Background: an optimization exercise with open tools, aiming at small area, a short achievable clock period and few clock cycles per item. Do not read the settings as production practice. Only simulation tests tie the RTL to the original design; equivalence was not proved.

==> 06-04: inputs <==
Design cm_estimator, start of the top module:
module cm_estimator (
    input  wire               clk,
    input  wire               rst,
    input  wire               in_valid,
    output wire               in_ready,
    input  wire signed [26:0] in_data,
    input  wire               in_mapped,
    input  wire [1:0]         in_policy,
    output reg                out_valid,
    output reg                out_found,
    output reg                out_bad_policy,
    output reg  signed [26:0] out_value
);
Settings: LEC_CHECK=0, CAP_MARGIN=50, CORE_MARGIN=2, CORE_UTILIZATION=40, CTS_CLUSTER_DIAMETER=60, CTS_CLUSTER_SIZE=25, SLEW_MARGIN=70; clock period 20.0 ns.
standard.sh (not shown) runs the stock make flow with config.mk's settings and CLKGATE_MAP_FILE= SYNTH_SCRIPT=/design/flow/synth_recipe.tcl, a recipe that flattens the netlist after the stock synthesis.
==> flow/flow/run.sh <==
#!/bin/bash
# Own layout flow: the standard ORFS flow (standard.sh, unchanged
# synthesis, floorplan, power grid, placement, CTS and routing), except that
# the buffers ORFS puts on the input and output ports are buf_4 cells instead
# of the default choice (a slow delay buffer). All of the flow's output goes to
# flow_standard.log in this folder; ORFS's own per-step logs stay under orfs/logs.
set -euo pipefail
export BUFFER_PORTS_ARGS="-buffer_cell sky130_fd_sc_hd__buf_4"
bash standard.sh > flow_standard.log 2>&1
==> 08-12: changes against 06-04 <==
ABC_AREA = 1   (was not set)
==> comparison table <==
item	06-04	08-12
Die X-Extent	524 um	529 um
Max Freq	180 MHz	180 MHz
First-pass GRT wire length	392,000 um	432,000 um
Number of standard cells after synthesis	9,672	10,900
Status	timing/DRC/antenna clean	timing/DRC/antenna clean
Layout non-clock buf frac	0.0198	0.0171
DR WL/cell	18.7 um	18.7 um
CP max FO	28	1
Synthesized area per cell	11.2 um^2	10.1 um^2
Area of the die	274,000 um^2	280,000 um^2
Initial DRC Count	4,039	5,247
Global Route met3 Usage	0.0311	0.0361
CTS buffer count	173	186
Fraction of final layout cells with drive strength greater than 1	0.0725	0.0721
Mapped Area	108,000 um^2	110,000 um^2
Data arrival time at the worst-slack endpoint	6.36 ns	1.56 ns
Worst Setup End Kind	flop	output pin
Crit Reg-Reg Endpoint	e1[34]$_DFF_P_	busy_r$_SDFF_PP0_
Capturing instance or port of the critical path	e1[34]$_DFF_P_	in_ready
Testbench counts of 06-04, summed over its fixed seeds: cycles 21,971, groups 320.
Testbench counts of 08-12, summed over its fixed seeds: cycles 21,971, groups 320.


==> run a: inputs <==
cm_estimator, a different RTL version from the one above (not shown whole).
==> flow/config.mk <==
export PLATFORM = sky130hd
export DESIGN_NAME = cm_estimator
export DESIGN_NICKNAME = cm_estimator
export VERILOG_FILES = /design/flow/design.v
export SDC_FILE = /design/flow/constraint.sdc
export NUM_CORES = 4
export LEC_CHECK = 0
export CAP_MARGIN = 50
export CORE_MARGIN = 2
export CORE_UTILIZATION = 40
export SLEW_MARGIN = 70
==> flow/constraint.sdc <==
create_clock -name core_clock -period 20.0 [get_ports {clk}]
set_input_delay 4.0000 -clock core_clock [delete_from_list [all_inputs] [get_ports {clk}]]
set_output_delay 4.0000 -clock core_clock [all_outputs]
set_load 0.01 [all_outputs]
Scripts as last shown in full above: flow/flow/run.sh
==> inputs of run b, as changes to run a <==
--- a/flow/design.v
+++ b/flow/design.v
@@ -40,19 +40,21 @@
     reg        [3:0]  bone, btwo, bneg;   
     reg               tload;
     reg signed [33:0] T;
     reg        [63:0] D;
     reg        [2:0]  hbit;      
     reg               dclr, d2a, d2b;    
-    reg               inj, injlast, injbad;
-    wire evaluating = (sc == 4'd0) & (ecnt != 7'd0);
+    reg               injA, injv, injt, injlast, injbad;
+    reg               actd;      
+    wire evaluating = (sc == 4'd0) & (ecnt != 7'd0) & ~(actd & (epol == 2'd2));
     wire ev_now     = hocc & evaluating;
-    reg               v1, last1, virt1, bad1, p1_1;
+    reg               v1, last1, virt1, bad1, p1_1, lt1_1;
+    reg        [34:0] Ra, Rb;    
     reg        [26:0] x1;
     reg signed [34:0] e1;
-    reg               v2, last2, virt2, bad2, p1_2, sgn2, sat2, vp0_2;
+    reg               v2, last2, virt2, bad2, p1_2, lt1_2, sat2, vp0_2;
     reg               v3, last3, bad3, sel3;
     reg        [26:0] x3;
     reg        [1:0]  ad_ci;
     reg               vp0_1;
     reg        [26:0] x2;
     reg        [64:0] SQs, SQc;
@@ -74,21 +76,20 @@
         begin
             elig = (pol == 2'd0) | (pol == 2'd1) |
                    ((pol == 2'd2) & (tt >= 6'd24) & (tt < 6'd55));
         end
     endfunction
     wire        occ_new = in_mapped & ((t == 6'd0) ? ~in_policy[1] : okreg);
-    wire        keep    = ~t0_r;
     wire        pilot   = map_r & pil_r & plt_r;
-    wire [6:0]  n_nx    = acc_r ? ((keep ? n : 7'd0) + {6'd0, map_r}) : n;
-    wire [33:0] S_nx    = acc_r ? ((keep ? S : 34'sd0) +
-                                   (map_r ? {{7{x_r[26]}}, x_r} : 34'd0)) : S;
-    wire [3:0]  Pn_nx   = acc_r ? ((keep ? Pn : 4'd0) + {3'd0, pilot}) : Pn;
-    wire [30:0] PS_nx   = acc_r ? ((keep ? PS : 31'sd0) +
-                                   (pilot ? {{4{x_r[26]}}, x_r} : 31'd0)) : PS;
-    wire [6:0]  ocnt_nx = acc_r ? ((keep ? ocnt : 7'd0) + {6'd0, ro[0]}) : ocnt;
+    wire        kp      = ~(acc_r & t0_r);
+    wire [6:0]  n_nx    = (kp ? n : 7'd0) + {6'd0, gq};
+    wire [33:0] S_nx    = (kp ? S : 34'sd0) + ({{7{x_r[26]}}, x_r} & {34{gq}});
+    wire        pg      = acc_r & pilot;
+    wire [3:0]  Pn_nx   = (kp ? Pn : 4'd0) + {3'd0, pg};
+    wire [30:0] PS_nx   = (kp ? PS : 31'sd0) + ({{4{x_r[26]}}, x_r} & {31{pg}});
+    wire [6:0]  ocnt_nx = (kp ? ocnt : 7'd0) + {6'd0, acc_r & ro[0]};
     wire [58:0] qs_o, qc_o;
     cm_qacc u_qacc (
         .x  (x_r),
         .g  (gq),
         .qs (Qs & {59{~(acc_r & t0_r)}}),
         .qc (Qc & {59{~(acc_r & t0_r)}}),
@@ -99,37 +100,39 @@
     wire       act = lcomplete & (sc == 4'd0) &
                      ({1'b0, fo} + {2'd0, dbusy} <= 3'd1) &
                      ((lpol == 2'd0) ? (ecnt == 7'd0) : (ecnt_dec == 7'd0));
     wire [6:0] ecnt_nx = act ? ocnt_nx : ecnt_dec;
     wire [3:0] sc_nx   = act ? ((lpol == 2'd0) ? (n_nx[6] ? 4'd7 : 4'd6) : 4'd0)
                              : ((sc != 4'd0) ? sc - 4'd1 : 4'd0);
+    wire        inj   = injv | injt;
     wire        v0    = ev_now | inj;
     wire [26:0] x0    = hx;
-    wire [34:0] e0;
-    cm_mulsub u_mul (.x(x0), .one(bone), .two(btwo), .neg(bneg), .T(T), .e(e0));
+    wire [34:0] ra0, rb0;
+    cm_mulsub u_mul (.x(rx[27*(N-2) +: 27]), .one(bone), .two(btwo), .neg(bneg), .T(T),
+                     .ra(ra0), .rb(rb0));
+    wire [34:0] e0    = Ra + Rb;
     wire [64:0] sq_s, sq_c;
     cm_esq u_esq (.e(e1), .os(sq_s), .oc(sq_c));
     reg         hmode, hlast, hsq;                        
     wire        s2step = v2 & vp0_2;
     wire [64:0] ad_sum = {1'b0, D} + ~SQs + ~SQc + {63'd0, ad_ci};
     wire        lt     = ~ad_sum[64];                         
-    wire        sel  = v2 & ~virt2 & ~bad2 & (p1_2 ? sgn2 : (~sat2 & lt));
+    wire        sel  = v2 & ~virt2 & ~bad2 & (p1_2 ? lt1_2 : (~sat2 & lt));
     wire signed [33:0] accs_nx = sel3 ? acc_s + {{7{x3[26]}}, x3} : acc_s;
     wire        [6:0]  accn_nx = sel3 ? acc_n + 7'd1 : acc_n;
     wire dtake = dn_v & ~dbusy & ~dfin;
     wire [1:0] epol_nx = act ? lpol : epol;
     wire [6:0] m_nx    = ~act ? m : (lpol == 2'd0) ? n_nx :
                          (lpol == 2'd2) ? {3'd0, Pn} : 7'd1;
     wire [2:0] bdig [0:3];
     assign bdig[0] = {m_nx[1], m_nx[0], 1'b0};
     assign bdig[1] = {m_nx[3], m_nx[2], m_nx[1]};
     assign bdig[2] = {m_nx[5], m_nx[4], m_nx[3]};
     assign bdig[3] = {1'b0, m_nx[6], m_nx[5]};
     integer bi;
-    wire       inj_nx  = ~rst & ((act & (lpol != 2'd0) & (ocnt_nx == 7'd0)) |
-                                 (hsq & (hbit == 3'd1)));
+    wire       injA_nx = ~rst & hsq & (hbit == 3'd2);
     wire       hsq_nx  = act ? (lpol == 2'd0) : (hsq & (hbit != 3'd0));
     wire [7:0]  p2    = m[3:0] * m[3:0];
     wire [12:0] p2x25 = {p2, 4'd0} + {1'b0, p2, 3'd0} + {5'd0, p2};
     wire [63:0] D2    = {33'd0, p2x25, 17'd0, p2 != 8'd0};
     wire        ds_neg = dn_s[33];
     wire [34:0] dnum   = {(dn_s ^ {34{ds_neg}}), 1'b0} +
@@ -140,21 +143,24 @@
     wire [6:0]  rem1   = rge1 ? rsub1[6:0] : rsh1[6:0];
     wire [7:0]  rsh2   = {rem1, dq[26]};
     wire        rge2   = rsh2 >= dden;
     wire [7:0]  rsub2  = rsh2 - dden;
     wire [6:0] clr_nx  = (clr != 7'd0) ? clr - 7'd1 : 7'd0;
     wire       hocc_nx = ro[N-2] & (clr_nx == 7'd0);
-    wire       free_nx = ~hocc_nx | ((sc_nx == 4'd0) & (ecnt_nx != 7'd0));
+    wire       free_nx = ~hocc_nx | (act ? ((lpol == 2'd1) & (ocnt_nx != 7'd0))
+                                         : ((sc[3:1] == 3'd0) & (ecnt_dec != 7'd0)));
     wire       dbusy_nx = dtake | (dbusy & (dcnt != 4'd13));
-    wire [1:0] fo_nx    = fo + {1'b0, act} - {1'b0, dtake};
-    wire       ev_nx    = hocc_nx & (sc_nx == 4'd0) & (ecnt_nx != 7'd0);
-    wire       actp     = (sc_nx == 4'd0) & ({1'b0, fo_nx} + {2'd0, dbusy_nx} <= 3'd1) &
-                          (lpol != 2'd0) & (ecnt_nx == {6'd0, ev_nx});
+    wire [1:0] fo_nx    = fo - {1'b0, dtake};
+    wire       ec0      = (ecnt == 7'd0) | ((ecnt == 7'd1) & ev_now);
+    wire       ec1      = ((ecnt == 7'd1) & ~ev_now) | ((ecnt == 7'd2) & ev_now);
+    wire       actp     = (sc[3:1] == 3'd0) & ({1'b0, fo_nx} + {2'd0, dbusy_nx} <= 3'd1) &
+                          (lpol != 2'd0) & (ec0 | (ec1 & hocc_nx)) &
+                          ~((lpol == 2'd2) & ro[N-3] & (clr_nx <= 7'd1));
     wire       rdy_if_acc  = free_nx & ((t != 6'd63) | actp);
     wire       rdy_if_nacc = free_nx & ((t != 6'd0) |
-                                        ((lcomplete & ~act) ? actp : (sc_nx[3:1] == 3'd0)));
+                                        ((lcomplete & ~act) ? actp : (act ? (lpol != 2'd0) : (sc <= 4'd2))));
     always @(posedge clk) begin
         rx <= {rx[27*(N-1)-1:0], accept ? in_data : hx};
         ro <= {ro[N-2:0], accept ? occ_new : (hocc & ~ev_now)};
         acc_r <= accept;
         gq    <= accept & in_mapped;
         plt_r <= in_data < THRESH;
@@ -170,16 +176,16 @@
         Pn   <= Pn_nx;
         PS   <= PS_nx;
         ocnt <= ocnt_nx;
         Qs   <= qs_o;
         Qc   <= qc_o;
         for (bi = 0; bi < 4; bi = bi + 1) begin
-            bone[bi] <= ~inj_nx & (bdig[bi] == 3'b001 || bdig[bi] == 3'b010 ||
-                                   bdig[bi] == 3'b101 || bdig[bi] == 3'b110);
-            btwo[bi] <= ~inj_nx & (bdig[bi] == 3'b011 || bdig[bi] == 3'b100);
-            bneg[bi] <= ~inj_nx & bdig[bi][2] & (bdig[bi] != 3'b111);
+            bone[bi] <= ~injA_nx & (bdig[bi] == 3'b001 || bdig[bi] == 3'b010 ||
+                                    bdig[bi] == 3'b101 || bdig[bi] == 3'b110);
+            btwo[bi] <= ~injA_nx & (bdig[bi] == 3'b011 || bdig[bi] == 3'b100);
+            bneg[bi] <= ~injA_nx & bdig[bi][2] & (bdig[bi] != 3'b111);
         end
         tload <= act & (lpol == 2'd0);
         if (tload)
             T <= S;
         if (act) begin
             epol    <= lpol;
@@ -201,26 +207,29 @@
             D <= D2;
         last1 <= ev_now ? (ecnt == 7'd1) : injlast;
         virt1 <= inj;
         vp0_1 <= inj & (epol == 2'd0);
         bad1  <= inj & injbad;
         p1_1  <= (epol == 2'd1);
+        lt1_1 <= $signed(hx) < THRESH;
+        Ra    <= ra0;
+        Rb    <= rb0;
         x1    <= x0;
         e1    <= e0;
         last3 <= last2;
         bad3  <= bad2;
         sel3  <= sel;
         x3    <= x2;
         ad_ci <= hsq ? 2'd0 : (v1 & vp0_1) ? 2'd2 : 2'd1;
         last2 <= last1;
         virt2 <= virt1;
         vp0_2 <= vp0_1;
         bad2  <= bad1;
         p1_2  <= p1_1;
+        lt1_2 <= lt1_1;
         x2    <= x1;
-        sgn2  <= e1[34];
         sat2  <= (e1[34:32] != {3{e1[34]}});
         if (hsq) begin
             SQs <= ~{6'd0, Qs & {59{m[hbit]}}};
             SQc <= ~{6'd0, Qc & {59{m[hbit]}}};
         end else begin
             SQs <= sq_s;
@@ -230,13 +239,13 @@
             drem   <= dnum[34:28];
             dq     <= dnum[27:0];
             dden   <= {dn_n, 1'b0};
             dneg   <= ds_neg;
             dfound <= (dn_n != 7'd0) & ~dn_bad;
             dbad   <= dn_bad;
-        end else if (dbusy) begin
+        end else begin
             drem <= rge2 ? rsub2[6:0] : rsh2[6:0];
             dq   <= {dq[25:0], rge1, rge2};
         end
         out_found      <= dfound;
         out_bad_policy <= dbad;
         out_value      <= ~dfound ? 27'sd0 : dneg ? -dq[26:0] : dq[26:0];
@@ -255,13 +264,16 @@
             sc         <= 4'd0;
             hmode      <= 1'b0;
             hsq        <= 1'b0;
             dclr       <= 1'b0;
             d2a        <= 1'b0;
             d2b        <= 1'b0;
-            inj        <= 1'b0;
+            injA       <= 1'b0;
+            injv       <= 1'b0;
+            injt       <= 1'b0;
+            actd       <= 1'b0;
             v1         <= 1'b0;
             v2         <= 1'b0;
             v3         <= 1'b0;
             acc_s      <= 34'sd0;
             acc_n      <= 7'd0;
             dn_v       <= 1'b0;
@@ -289,13 +301,16 @@
             hmode  <= hsq;
             hlast  <= hsq & (hbit == 3'd0);
             if (act)
                 hbit <= n_nx[6] ? 3'd6 : 3'd5;
             else if (hsq)
                 hbit <= hbit - 3'd1;
-            inj  <= inj_nx;
+            injA <= injA_nx;
+            injv <= injA;
+            injt <= act & (lpol != 2'd0) & (ocnt_nx == 7'd0);
+            actd <= act;
             v1   <= v0;
             v2   <= v1;
             v3   <= v2;
             if (v3) begin
                 if (last3) begin
                     acc_s <= 34'sd0;
@@ -3149,13 +3164,14 @@
 module cm_mulsub (
     input  wire [26:0] x,
     input  wire [3:0]  one,
     input  wire [3:0]  two,
     input  wire [3:0]  neg,
     input  wire [33:0] T,
-    output wire [34:0] e
+    output wire [34:0] ra,
+    output wire [34:0] rb
 );
     wire [33:0] nT = ~T;
     wire mb_1;
     assign mb_1 = (((one[0]&x[0])|(two[0]&1'b0))^neg[0]);
     wire mb_2;
     assign mb_2 = (((one[0]&x[1])|(two[0]&x[0]))^neg[0]);
@@ -3763,10 +3779,9 @@
     wire mb_367;
     wire mb_368;
     assign {mb_368,mb_367} = mb_227 + mb_296 + mb_297;
     wire mb_369;
     wire mb_370;
     assign {mb_370,mb_369} = mb_231 + mb_298 + mb_299;
-    wire [34:0] ra = {mb_368,mb_366,mb_364,mb_362,mb_360,mb_358,mb_356,mb_354,mb_352,mb_350,mb_348,mb_346,mb_344,mb_342,mb_340,mb_338,mb_336,mb_334,mb_332,mb_330,mb_328,mb_326,mb_324,mb_322,mb_320,mb_318,mb_316,mb_314,mb_312,mb_310,mb_308,mb_306,mb_304,mb_302,mb_233};
-    wire [34:0] rb = {mb_369,mb_367,mb_365,mb_363,mb_361,mb_359,mb_357,mb_355,mb_353,mb_351,mb_349,mb_347,mb_345,mb_343,mb_341,mb_339,mb_337,mb_335,mb_333,mb_331,mb_329,mb_327,mb_325,mb_323,mb_321,mb_319,mb_317,mb_315,mb_313,mb_311,mb_309,mb_307,mb_305,mb_303,mb_301};
-    assign e = ra + rb;
+    assign ra = {mb_368,mb_366,mb_364,mb_362,mb_360,mb_358,mb_356,mb_354,mb_352,mb_350,mb_348,mb_346,mb_344,mb_342,mb_340,mb_338,mb_336,mb_334,mb_332,mb_330,mb_328,mb_326,mb_324,mb_322,mb_320,mb_318,mb_316,mb_314,mb_312,mb_310,mb_308,mb_306,mb_304,mb_302,mb_233};
+    assign rb = {mb_369,mb_367,mb_365,mb_363,mb_361,mb_359,mb_357,mb_355,mb_353,mb_351,mb_349,mb_347,mb_345,mb_343,mb_341,mb_339,mb_337,mb_335,mb_333,mb_331,mb_329,mb_327,mb_325,mb_323,mb_321,mb_319,mb_317,mb_315,mb_313,mb_311,mb_309,mb_307,mb_305,mb_303,mb_301};
 endmodule
CORE_UTILIZATION = 55   (was 40)
CTS_CLUSTER_DIAMETER = 60   (was not set)
CTS_CLUSTER_SIZE = 25   (was not set)
==> run summary <==
Worst Path Max Fanout=23; maximum clock rate=around 0.18 GHz; mux cell area share after synthesis=0.00802; status=timing/DRC/antenna clean; clkbuf count=190; Die ar.=approximately 200,000 um^2; CP max stage cell=clkdlybuf4s50_1; Buffers, non-clock=about 230; cell area after layout=121,000 um^2; Final Critical Period=between 5 and 6 ns; clock latency on the worst-skew pair=roughly 0.87 ns; Worst Hold Path EP=rx[939]; DP HPWL=~190,000 um; register area=approximately 55,000 um^2
-- figures above: run b

==> run summary <==
status=timing/DRC/antenna clean; Worst Path Max Fanout=28; clock latency on the worst-skew pair=just under 0.9 ns; Worst Hold Path EP=rx[1562]; WL met2=~120,000 um; Buffers, non-clock=between 200 and 250; cell area after layout=around 130,000 um^2; Levels on crit path=21; register area=~55,000 um^2; top-count cell post-synth=dfxtp_1; Die ar.=277,000 um^2; Final Net Count=11,300; maximum clock rate=0.172 GHz; mux cell area share after synthesis=0.00881; Final Critical Period=approximately 5.8 ns; clkbuf count=383
-- figures above: run a

Testbench counts of run a, summed over its fixed seeds: cycles 21,971, groups 320.
Testbench counts of run b, summed over its fixed seeds: cycles 21,971, groups 320.

-- static timing again, ports no longer ideal --
The flow's constraints put no driver on any port. The routed layouts listed below were extracted and timed again, unchanged, in two steps. Step 1, drivers: a clkbuf_16 drives clk and a buf_2 each remaining input, both assumed. Step 2 moves the port delays by t, midway between the first and last clock arrival at a register: inputs arrive t later, outputs are due t later. That takes back most of the time a late clock gives input paths. Three values: ideal, step 1, step 2; two values: the first two.
run	t (ns)	setup slack, ns	cell pins on the clock port's net
06-04	0.943	14.442 / 14.442 / 14.219	1
08-12	0.967	14.441 / 14.337 / 14.525	1
run a	0.944	14.197 / 14.197 / 14.197	1
run b	0.916	14.359 / 14.359 / 14.307	1
After both steps every run listed still meets setup and hold. The setup slack of 06-04, which loses most, moves by 0.000 ns with the drivers and by -0.223 ns with both steps.
